Context: an optimization exercise on an open-source flow, tuned for small area, a short achievable clock period and few clock cycles. The choices shown serve that exercise and are no tape-out recipe.
Where RTL was checked, it was by simulation tests only, not by an equivalence proof against the original.

the reference run:
## codex32_cks
module codex32_cks (
    input  wire        clk,
    input  wire        rst,
    input  wire        cmd_valid,
    output wire        cmd_ready,
    input  wire [15:0] cmd_word,
    input  wire        cmd_empty,
    input  wire        in_valid,
    output wire        in_ready,
    input  wire [7:0]  in_data,
    input  wire        in_last,
    output wire        out_valid,
    input  wire        out_ready,
    output wire [7:0]  out_data,
    output wire        out_last,
    output wire [3:0]  out_status
);
Size in the first run: about 900 cells after synthesis, roughly 200 flip-flops, about 10000 um^2 of cells after synthesis.
==> flow/config.mk <==
export PLATFORM = sky130hd
export DESIGN_NAME = codex32_cks
export DESIGN_NICKNAME = codex32_cks
export VERILOG_FILES = /design/flow/design.v
export SDC_FILE = /design/flow/constraint.sdc
export NUM_CORES = 4
export LEC_CHECK = 0
export CAP_MARGIN = 20
export CORE_MARGIN = 2
export CORE_UTILIZATION = 40
export SETUP_SLACK_MARGIN = 1.8
export SLEW_MARGIN = 20
==> flow/constraint.sdc <==
create_clock -name core_clock -period 4.0 [get_ports {clk}]
set_input_delay 0.8000 -clock core_clock [delete_from_list [all_inputs] [get_ports {clk}]]
set_output_delay 0.8000 -clock core_clock [all_outputs]
set_load 0.01 [all_outputs]
run.sh (not shown) runs the stock make flow with config.mk's settings and CLKGATE_MAP_FILE= SYNTH_SCRIPT=/design/flow/synth_recipe.tcl, a recipe that flattens the netlist after the stock synthesis.
For the trial run, these inputs were changed with respect to the reference run:
--- a/flow/design.v
+++ b/flow/design.v
@@ -37,13 +37,12 @@
     localparam [1:0] OP_VERIFY = 2'd3;
     reg         cr;           
     reg         ir;           
     reg         cur;          
     reg         fin;          
     reg         crd;          
-    reg         efin;         
     reg         pv;           
     reg  [4:0]  psym;
     reg         pbig;         
     reg         plast;
     reg  [4:0]  sh;           
     reg  [1:0]  op;
@@ -82,14 +81,14 @@
     wire fault     = ill | bad;
     wire vok       = !fault && (((len <= 7'd93) && res_s == TS) ||
                                 (len[6] && len[5] && res_l == TL));
     wire nbad      = bad | pbig;
     wire k_long    = (op == OP_PMODL) || (aug && (len >= 7'd80));
     wire k_one     = ill || nbad || (op == OP_VERIFY);
-    wire e_long    = !ill && (op == OP_PMODL);
-    wire e_one     = ill || (op == OP_VERIFY);
+    wire e_long    = dec_legal && (cmd_word == 16'h4001);
+    wire e_one     = !dec_legal || (cmd_word == 16'h6000);
     reg  [4:0]  tgt;
     always @(*) begin
         tgt = 5'd0;
         if (rlong) begin
             case (nx)
                 4'd0:  tgt = TL[74:70];
@@ -134,16 +133,13 @@
     wire       r_en  = pe || adv;
     wire       last_pe  = pe && plast;
     wire       ov_next  = fin_go || (ov && !(out_fire && olast));
     wire       early_cr = last_pe && k_one && !ov_next;
     wire       pv_next  = in_fire || (pv && !pe);
     wire       cur_next = (cur && !last_pe) || (cmd_fire && !cmd_empty);
-    wire       om       = (fin && !rone) || (ov && !olast);
-    wire       ld       = fin_go || adv;         
-    wire       clr      = nlast || (fin && rone);
-    wire [4:0] od_new   = (fin && rone) ? {4'd0, vok} : grp;
+    wire       pe_next  = pv_next && cur_next;
     wire [4:0] psym_nx  = in_fire ? in_data[4:0] : psym;
     wire       aug_nx   = cmd_fire ? cmd_word[12] : aug;
     wire [4:0] top_r    = rlong ? res_l[74:70] : res_s[64:60];
     wire [4:0] sec_r    = rlong ? res_l[69:65] : res_s[59:55];
     assign cmd_ready  = cr;
     assign in_ready   = ir;
@@ -156,13 +152,13 @@
             res_s <= cmd_word[12] ? IAS : IS;
             res_l <= cmd_word[12] ? IAL : IL;
         end else if (r_en) begin
             res_s <= step_s;
             res_l <= step_l;
         end
-        if (!om)
+        if (pe_next)
             sh <= psym_nx & {5{aug_nx}};
         else if (adv)
             sh <= sec_r;
         else
             sh <= top_r;
         if (cmd_fire) begin
@@ -181,46 +177,51 @@
             pbig  <= |in_data[7:5];
             plast <= in_last;
         end
         if (last_pe) begin
             rlong <= k_long;
             rone  <= k_one;
-        end else if (efin) begin
+        end else if (cmd_fire && cmd_empty) begin
             rlong <= e_long;
             rone  <= e_one;
         end
         if (fin_go)
             ost <= ill ? 2'd1 : (bad ? 2'd2 : 2'd0);
-        if (ld) begin
-            od    <= od_new;
-            olast <= clr;
+        if (fin_go || adv) begin
+            if (fin_go && rone) begin
+                od    <= {4'd0, vok};
+                olast <= 1'b1;
+            end else begin
+                od    <= grp;
+                olast <= nlast;
+            end
         end
         if (rst) begin
             cr  <= 1'b1;
             ir  <= 1'b1;
             cur <= 1'b0;
             fin <= 1'b0;
             crd <= 1'b0;
-            efin <= 1'b0;
             pv  <= 1'b0;
             ov  <= 1'b0;
             nx  <= 4'd0;
         end else begin
             pv  <= pv_next;
             cur <= cur_next;
             ir  <= !pv_next || cur_next;
-            efin <= cmd_fire && cmd_empty;
-            fin <= last_pe || efin || (fin && !fin_go);
+            fin <= last_pe || (cmd_fire && cmd_empty) || (fin && !fin_go);
             ov  <= ov_next;
             if (early_cr)
                 crd <= 1'b1;
             else if (fin_go)
                 crd <= 1'b0;
             if (early_cr || (fin_go && rone && !crd) || (adv && nlast))
                 cr <= 1'b1;
             else if (cmd_fire)
                 cr <= 1'b0;
-            if (ld)
-                nx <= clr ? 4'd0 : nx + 4'd1;
+            if (fin_go && rone)
+                nx <= 4'd0;
+            else if (fin_go || adv)
+                nx <= nlast ? 4'd0 : nx + 4'd1;
         end
     end
 endmodule
Cmp the reference run and the trial run / buffering stage count on the worst path with inverters included / lower: the reference run
Against the reference run, total routed wirelength in the trial run fell by a little under 10%.
The trial run vs. the reference run: utilization down 0.67 points; flip-flop and latch count after synthesis went down by 1; number of instances in the synthesized netlist now sits lower.
No functional check of the RTL was part of any run of this note.

== tundra ==
The RTL this note starts from:
==> flow/design.v <==
module codex32_cks (
    input  wire        clk,
    input  wire        rst,
    input  wire        cmd_valid,
    output wire        cmd_ready,
    input  wire [15:0] cmd_word,
    input  wire        cmd_empty,
    input  wire        in_valid,
    output wire        in_ready,
    input  wire [7:0]  in_data,
    input  wire        in_last,
    output wire        out_valid,
    input  wire        out_ready,
    output wire [7:0]  out_data,
    output wire        out_last,
    output wire [3:0]  out_status
);
    localparam [64:0] GS0 = 65'h19dc500ce73fde210;
    localparam [64:0] GS1 = 65'h1bfae00def77fe529;
    localparam [64:0] GS2 = 65'h1fbd920fffe7bee52;
    localparam [64:0] GS3 = 65'h1739640bdeee3fdad;
    localparam [64:0] GS4 = 65'h07729a039cfc75f5a;
    localparam [64:0] TS  = 65'h10ce0795c2fd1e62a;
    localparam [64:0] IS  = 65'h23181b3;
    localparam [64:0] IAS = 65'h11899c7f0c7127e48;    
    localparam [74:0] GL0 = 75'h3d59d273535ea62d897;
    localparam [74:0] GL1 = 75'h7a9becb6361c6c51507;
    localparam [74:0] GL2 = 75'h543f9b7e6c38d8a2a0e;
    localparam [74:0] GL3 = 75'h0c577eaeccf1990d13c;
    localparam [74:0] GL4 = 75'h1887f74f8dc71b10651;
    localparam [74:0] TL  = 75'h43381e570bf4798ab26;
    localparam [74:0] IL  = 75'h23181b3;
    localparam [74:0] IAL = 75'h6f4b3a330a74687026c;   
    localparam [1:0] OP_PMODS  = 2'd0;
    localparam [1:0] OP_PMODL  = 2'd1;
    localparam [1:0] OP_CKSUM  = 2'd2;
    localparam [1:0] OP_VERIFY = 2'd3;
    reg         cr;           
    reg         sv;           
    reg  [1:0]  s_op;
    reg         s_aug, s_ill, s_emp;
    reg         fr;           
    reg         ir;           
    reg         cur;          
    reg         fin;          
    reg         crd;          
    reg         pre;          
    reg         vok_r;
    reg  [1:0]  st_r;
    reg         efin;         
    reg         pv;           
    reg  [4:0]  psym;
    reg         pbig;         
    reg         plast;
    reg  [4:0]  fsr, flr;     
    reg  [1:0]  op;
    reg         aug;          
    reg         ill;
    reg         bad;
    reg  [6:0]  len;          
    reg  [64:0] res_s;
    reg  [74:0] res_l;
    reg         ov;           
    reg  [4:0]  od;           
    reg         olast;
    reg  [1:0]  ost;
    reg  [3:0]  nx;           
    reg         rlong;        
    reg         rone;         
    wire dec_legal = (cmd_word == 16'h4000) || (cmd_word == 16'h4001) ||
                     (cmd_word == 16'h5000) || (cmd_word == 16'h6000);
    wire [1:0] dec_op = cmd_word[13] ? OP_VERIFY :
                        cmd_word[12] ? OP_CKSUM  :
                        cmd_word[0]  ? OP_PMODL  : OP_PMODS;
    wire cmd_fire = cmd_valid && cr;
    wire start    = sv && fr;                 
    wire in_fire  = in_valid  && ir;
    wire out_fire = ov && out_ready;
    wire pe       = pv && cur;                
    wire [4:0]  slo    = psym & {5{pe & ~aug}};
    wire [4:0]  fs     = fsr;
    wire [4:0]  fl     = flr;
    wire [64:0] step_s = {res_s[59:0], slo}
                       ^ (GS0 & {65{fs[0]}}) ^ (GS1 & {65{fs[1]}}) ^ (GS2 & {65{fs[2]}})
                       ^ (GS3 & {65{fs[3]}}) ^ (GS4 & {65{fs[4]}});
    wire [74:0] step_l = {res_l[69:0], slo}
                       ^ (GL0 & {75{fl[0]}}) ^ (GL1 & {75{fl[1]}}) ^ (GL2 & {75{fl[2]}})
                       ^ (GL3 & {75{fl[3]}}) ^ (GL4 & {75{fl[4]}});
    wire fin_go    = fin && !ov;
    wire fault     = ill | bad;
    wire vok       = !fault && (((len <= 7'd93) && res_s == TS) ||
                                (len[6] && len[5] && res_l == TL));
    wire nbad      = bad | pbig;
    wire k_long    = (op == OP_PMODL) || (aug && (len >= 7'd80));
    wire k_one     = ill || nbad || (op == OP_VERIFY);
    wire e_long    = !ill && (op == OP_PMODL);
    wire e_one     = ill || (op == OP_VERIFY);
    wire [4:0] tgt_l = ({5{nx == 4'd0}} & 5'd16)
                     | ({5{nx == 4'd1}} & 5'd25)
                     | ({5{nx == 4'd2}} & 5'd24)
                     | ({5{nx == 4'd3}} & 5'd3)
                     | ({5{nx == 4'd4}} & 5'd25)
                     | ({5{nx == 4'd5}} & 5'd11)
                     | ({5{nx == 4'd6}} & 5'd16)
                     | ({5{nx == 4'd7}} & 5'd23)
                     | ({5{nx == 4'd8}} & 5'd29)
                     | ({5{nx == 4'd9}} & 5'd3)
                     | ({5{nx == 4'd10}} & 5'd25)
                     | ({5{nx == 4'd11}} & 5'd17)
                     | ({5{nx == 4'd12}} & 5'd10)
                     | ({5{nx == 4'd13}} & 5'd25)
                     | ({5{nx == 4'd14}} & 5'd6);
    wire [4:0] tgt_s = ({5{nx == 4'd0}} & 5'd16)
                     | ({5{nx == 4'd1}} & 5'd25)
                     | ({5{nx == 4'd2}} & 5'd24)
                     | ({5{nx == 4'd3}} & 5'd3)
                     | ({5{nx == 4'd4}} & 5'd25)
                     | ({5{nx == 4'd5}} & 5'd11)
                     | ({5{nx == 4'd6}} & 5'd16)
                     | ({5{nx == 4'd7}} & 5'd23)
                     | ({5{nx == 4'd8}} & 5'd29)
                     | ({5{nx == 4'd9}} & 5'd3)
                     | ({5{nx == 4'd10}} & 5'd25)
                     | ({5{nx == 4'd11}} & 5'd17)
                     | ({5{nx == 4'd12}} & 5'd10);
    wire [4:0] tgt   = rlong ? tgt_l : tgt_s;
    wire [4:0] src_s = fin ? res_s[64:60] : res_s[59:55];
    wire [4:0] src_l = fin ? res_l[74:70] : res_l[69:65];
    wire [4:0] grp   = (rlong ? src_l : src_s) ^ (tgt & {5{aug}});
    wire       nlast = rlong ? (nx == 4'd14) : (nx == 4'd12);
    wire       adv   = out_fire && !olast;       
    wire       r_en  = pe || adv;
    wire       last_pe  = pe && plast;
    wire       ov_next  = fin_go || (ov && !(out_fire && olast));
    wire       early_fr = last_pe && k_one && !ov_next;
    wire       pv_next  = in_fire || (pv && !pe);
    wire       cur_next = (cur && !last_pe) || (start && !s_emp);
    wire       om       = (fin && !rone) || (ov && !olast);
    wire       ld       = fin_go || adv;         
    wire       clr      = nlast || (fin && rone);
    wire [4:0] od_new   = (fin && rone) ? {4'd0, vok_r} : grp;
    wire [4:0] psym_nx  = in_fire ? in_data[4:0] : psym;
    wire       aug_nx   = start ? s_aug : aug;
    wire       olast_nx = ld ? clr : olast;
    wire [4:0] tops_nx  = start ? (s_aug ? IAS[64:60] : IS[64:60]) :
                          r_en  ? step_s[64:60] : res_s[64:60];
    wire [4:0] topl_nx  = start ? (s_aug ? IAL[74:70] : IL[74:70]) :
                          r_en  ? step_l[74:70] : res_l[74:70];
    wire [4:0] top_r    = rlong ? res_l[74:70] : res_s[64:60];
    wire [4:0] sec_r    = rlong ? res_l[69:65] : res_s[59:55];
    assign cmd_ready  = cr;
    assign in_ready   = ir;
    assign out_valid  = ov;
    assign out_data   = {3'b000, od};
    assign out_last   = olast;
    assign out_status = {2'b00, ost};
    always @(posedge clk) begin
        if (start) begin
            res_s <= s_aug ? IAS : IS;
            res_l <= s_aug ? IAL : IL;
        end else if (r_en) begin
            res_s <= step_s;
            res_l <= step_l;
        end
        if (ov_next && !olast_nx) begin
            fsr <= 5'd0;
            flr <= 5'd0;
        end else begin
            fsr <= tops_nx ^ (psym_nx & {5{aug_nx}});
            flr <= topl_nx ^ (psym_nx & {5{aug_nx}});
        end
        if (cmd_fire) begin
            s_op  <= dec_op;
            s_aug <= cmd_word[12];
            s_ill <= !dec_legal;
            s_emp <= cmd_empty;
        end
        if (start) begin
            op  <= s_op;
            aug <= s_aug;
            ill <= s_ill;
            bad <= 1'b0;
            len <= 7'd0;
        end else if (pe) begin
            bad <= nbad;
            if (!(len[6] & len[5]))
                len <= len + 7'd1;
        end
        if (in_fire) begin
            psym  <= in_data[4:0];
            pbig  <= |in_data[7:5];
            plast <= in_last;
        end
        if (last_pe) begin
            rlong <= k_long;
            rone  <= k_one;
        end else if (efin) begin
            rlong <= e_long;
            rone  <= e_one;
        end
        if (pre) begin
            vok_r <= vok;
            st_r  <= ill ? 2'd1 : (bad ? 2'd2 : 2'd0);
        end
        if (fin_go)
            ost <= rone ? st_r : 2'd0;    
        if (ld) begin
            od    <= od_new;
            olast <= clr;
        end
        if (rst) begin
            cr  <= 1'b1;
            sv  <= 1'b0;
            fr  <= 1'b1;
            ir  <= 1'b1;
            cur <= 1'b0;
            fin <= 1'b0;
            crd <= 1'b0;
            efin <= 1'b0;
            pre  <= 1'b0;
            pv  <= 1'b0;
            ov  <= 1'b0;
            nx  <= 4'd0;
        end else begin
            pv  <= pv_next;
            cur <= cur_next;
            ir  <= !pv_next || cur_next;
            efin <= start && s_emp;
            sv   <= (sv && !start) || cmd_fire;
            cr   <= !((sv && !start) || cmd_fire);
            pre <= (last_pe && k_one) || efin;
            fin <= (last_pe && !k_one) || pre || (fin && !fin_go);
            ov  <= ov_next;
            if (early_fr)
                crd <= 1'b1;
            else if (fin_go)
                crd <= 1'b0;
            if (early_fr || (fin_go && rone && !crd) || (adv && nlast))
                fr <= 1'b1;
            else if (start)
                fr <= 1'b0;
            if (ld)
                nx <= clr ? 4'd0 : nx + 4'd1;
        end
    end
endmodule
==> flow/config.mk <==
export PLATFORM = sky130hd
export DESIGN_NAME = codex32_cks
export DESIGN_NICKNAME = codex32_cks
export VERILOG_FILES = /design/flow/design.v
export SDC_FILE = /design/flow/constraint.sdc
export NUM_CORES = 4
export LEC_CHECK = 0
export CAP_MARGIN = 20
export CORE_MARGIN = 2
export CORE_UTILIZATION = 60
export SETUP_SLACK_MARGIN = 1.8
export SLEW_MARGIN = 20
==> flow/constraint.sdc <==
create_clock -name core_clock -period 4.0 [get_ports {clk}]
set_input_delay 0.8000 -clock core_clock [delete_from_list [all_inputs] [get_ports {clk}]]
set_output_delay 0.8000 -clock core_clock [all_outputs]
set_load 0.01 [all_outputs]
tundra finished all stages; the layout is clean.
Testbench counts of tundra, summed over its fixed seeds: cycles 29,858.
### tundra -> cedar
--- a/flow/design.v
+++ b/flow/design.v
@@ -41,21 +41,18 @@
     reg         s_aug, s_ill, s_emp;
     reg         fr;           
     reg         ir;           
     reg         cur;          
     reg         fin;          
     reg         crd;          
-    reg         pre;          
-    reg         vok_r;
-    reg  [1:0]  st_r;
     reg         efin;         
     reg         pv;           
     reg  [4:0]  psym;
     reg         pbig;         
     reg         plast;
-    reg  [4:0]  fsr, flr;     
+    reg  [4:0]  sh;           
     reg  [1:0]  op;
     reg         aug;          
     reg         ill;
     reg         bad;
     reg  [6:0]  len;          
     reg  [64:0] res_s;
@@ -75,14 +72,14 @@
     wire cmd_fire = cmd_valid && cr;
     wire start    = sv && fr;                 
     wire in_fire  = in_valid  && ir;
     wire out_fire = ov && out_ready;
     wire pe       = pv && cur;                
     wire [4:0]  slo    = psym & {5{pe & ~aug}};
-    wire [4:0]  fs     = fsr;
-    wire [4:0]  fl     = flr;
+    wire [4:0]  fs     = res_s[64:60] ^ sh;
+    wire [4:0]  fl     = res_l[74:70] ^ sh;
     wire [64:0] step_s = {res_s[59:0], slo}
                        ^ (GS0 & {65{fs[0]}}) ^ (GS1 & {65{fs[1]}}) ^ (GS2 & {65{fs[2]}})
                        ^ (GS3 & {65{fs[3]}}) ^ (GS4 & {65{fs[4]}});
     wire [74:0] step_l = {res_l[69:0], slo}
                        ^ (GL0 & {75{fl[0]}}) ^ (GL1 & {75{fl[1]}}) ^ (GL2 & {75{fl[2]}})
                        ^ (GL3 & {75{fl[3]}}) ^ (GL4 & {75{fl[4]}});
@@ -135,20 +132,15 @@
     wire       early_fr = last_pe && k_one && !ov_next;
     wire       pv_next  = in_fire || (pv && !pe);
     wire       cur_next = (cur && !last_pe) || (start && !s_emp);
     wire       om       = (fin && !rone) || (ov && !olast);
     wire       ld       = fin_go || adv;         
     wire       clr      = nlast || (fin && rone);
-    wire [4:0] od_new   = (fin && rone) ? {4'd0, vok_r} : grp;
+    wire [4:0] od_new   = (fin && rone) ? {4'd0, vok} : grp;
     wire [4:0] psym_nx  = in_fire ? in_data[4:0] : psym;
     wire       aug_nx   = start ? s_aug : aug;
-    wire       olast_nx = ld ? clr : olast;
-    wire [4:0] tops_nx  = start ? (s_aug ? IAS[64:60] : IS[64:60]) :
-                          r_en  ? step_s[64:60] : res_s[64:60];
-    wire [4:0] topl_nx  = start ? (s_aug ? IAL[74:70] : IL[74:70]) :
-                          r_en  ? step_l[74:70] : res_l[74:70];
     wire [4:0] top_r    = rlong ? res_l[74:70] : res_s[64:60];
     wire [4:0] sec_r    = rlong ? res_l[69:65] : res_s[59:55];
     assign cmd_ready  = cr;
     assign in_ready   = ir;
     assign out_valid  = ov;
     assign out_data   = {3'b000, od};
@@ -159,19 +151,18 @@
             res_s <= s_aug ? IAS : IS;
             res_l <= s_aug ? IAL : IL;
         end else if (r_en) begin
             res_s <= step_s;
             res_l <= step_l;
         end
-        if (ov_next && !olast_nx) begin
-            fsr <= 5'd0;
-            flr <= 5'd0;
-        end else begin
-            fsr <= tops_nx ^ (psym_nx & {5{aug_nx}});
-            flr <= topl_nx ^ (psym_nx & {5{aug_nx}});
-        end
+        if (!om)
+            sh <= psym_nx & {5{aug_nx}};
+        else if (adv)
+            sh <= sec_r;
+        else
+            sh <= top_r;
         if (cmd_fire) begin
             s_op  <= dec_op;
             s_aug <= cmd_word[12];
             s_ill <= !dec_legal;
             s_emp <= cmd_empty;
         end
@@ -195,18 +186,14 @@
             rlong <= k_long;
             rone  <= k_one;
         end else if (efin) begin
             rlong <= e_long;
             rone  <= e_one;
         end
-        if (pre) begin
-            vok_r <= vok;
-            st_r  <= ill ? 2'd1 : (bad ? 2'd2 : 2'd0);
-        end
         if (fin_go)
-            ost <= rone ? st_r : 2'd0;    
+            ost <= ill ? 2'd1 : (bad ? 2'd2 : 2'd0);
         if (ld) begin
             od    <= od_new;
             olast <= clr;
         end
         if (rst) begin
             cr  <= 1'b1;
@@ -214,25 +201,23 @@
             fr  <= 1'b1;
             ir  <= 1'b1;
             cur <= 1'b0;
             fin <= 1'b0;
             crd <= 1'b0;
             efin <= 1'b0;
-            pre  <= 1'b0;
             pv  <= 1'b0;
             ov  <= 1'b0;
             nx  <= 4'd0;
         end else begin
             pv  <= pv_next;
             cur <= cur_next;
             ir  <= !pv_next || cur_next;
             efin <= start && s_emp;
             sv   <= (sv && !start) || cmd_fire;
             cr   <= !((sv && !start) || cmd_fire);
-            pre <= (last_pe && k_one) || efin;
-            fin <= (last_pe && !k_one) || pre || (fin && !fin_go);
+            fin <= last_pe || efin || (fin && !fin_go);
             ov  <= ov_next;
             if (early_fr)
                 crd <= 1'b1;
             else if (fin_go)
                 crd <= 1'b0;
             if (early_fr || (fin_go && rone && !crd) || (adv && nlast))
==> results.txt <==
cedar completed every stage of the flow, and the final layout passed the timing, design-rule and antenna checks.
Total standard cell area after synthesis went down by a few percent going from tundra to cedar.
Delta (cedar minus tundra): design area went up by 2.5%; number of post-CTS setup repair buffers went up by 34; combined flip-flop and latch cell area went down by 210 um^2; final worst-path cycle share went up by 5.3 points; worst hold margin was more or less identical.
tundra reports its startpoint-to-endpoint class of the critical path as flip-flop to primary output while cedar reports flip-flop to flip-flop.
No functional check of the RTL was part of cedar.

re-timing with driven ports:
The results above use ideal ports. As a check the final layouts listed here were re-extracted and re-timed, cells and wires unchanged. Step 1: set_driving_cell puts a clkbuf_16 on clk and a buf_2 on each other input, an assumption about the parent block. Step 2 also shifts input and output timing later by t, the mid clock arrival at the registers, as if the neighbouring blocks saw the same clock. Three values: ideal ports, drivers, drivers and shift; two values: the first two.
run | t, ns | slack for setup (ns) | clock arrival spread, ns | worst register clock-pin slew, ns
the reference run | 0.481 | 1.808 / 1.797 / 1.381 | 0.012 / 0.012 | 0.08 / 0.08
the trial run | 0.478 | 1.740 / 1.749 / 1.271 | 0.013 / 0.013 | 0.08 / 0.08
tundra | 0.540 | 1.849 / 1.805 / 1.348 | 0.010 / 0.010 | 0.06 / 0.06
cedar | 0.473 | 1.637 / 1.637 / 1.422 | 0.012 / 0.011 | 0.07 / 0.07
After both steps every run listed still meets setup and hold. The setup slack of tundra, which loses most, moves by -0.044 ns with the drivers and by -0.501 ns with both steps.
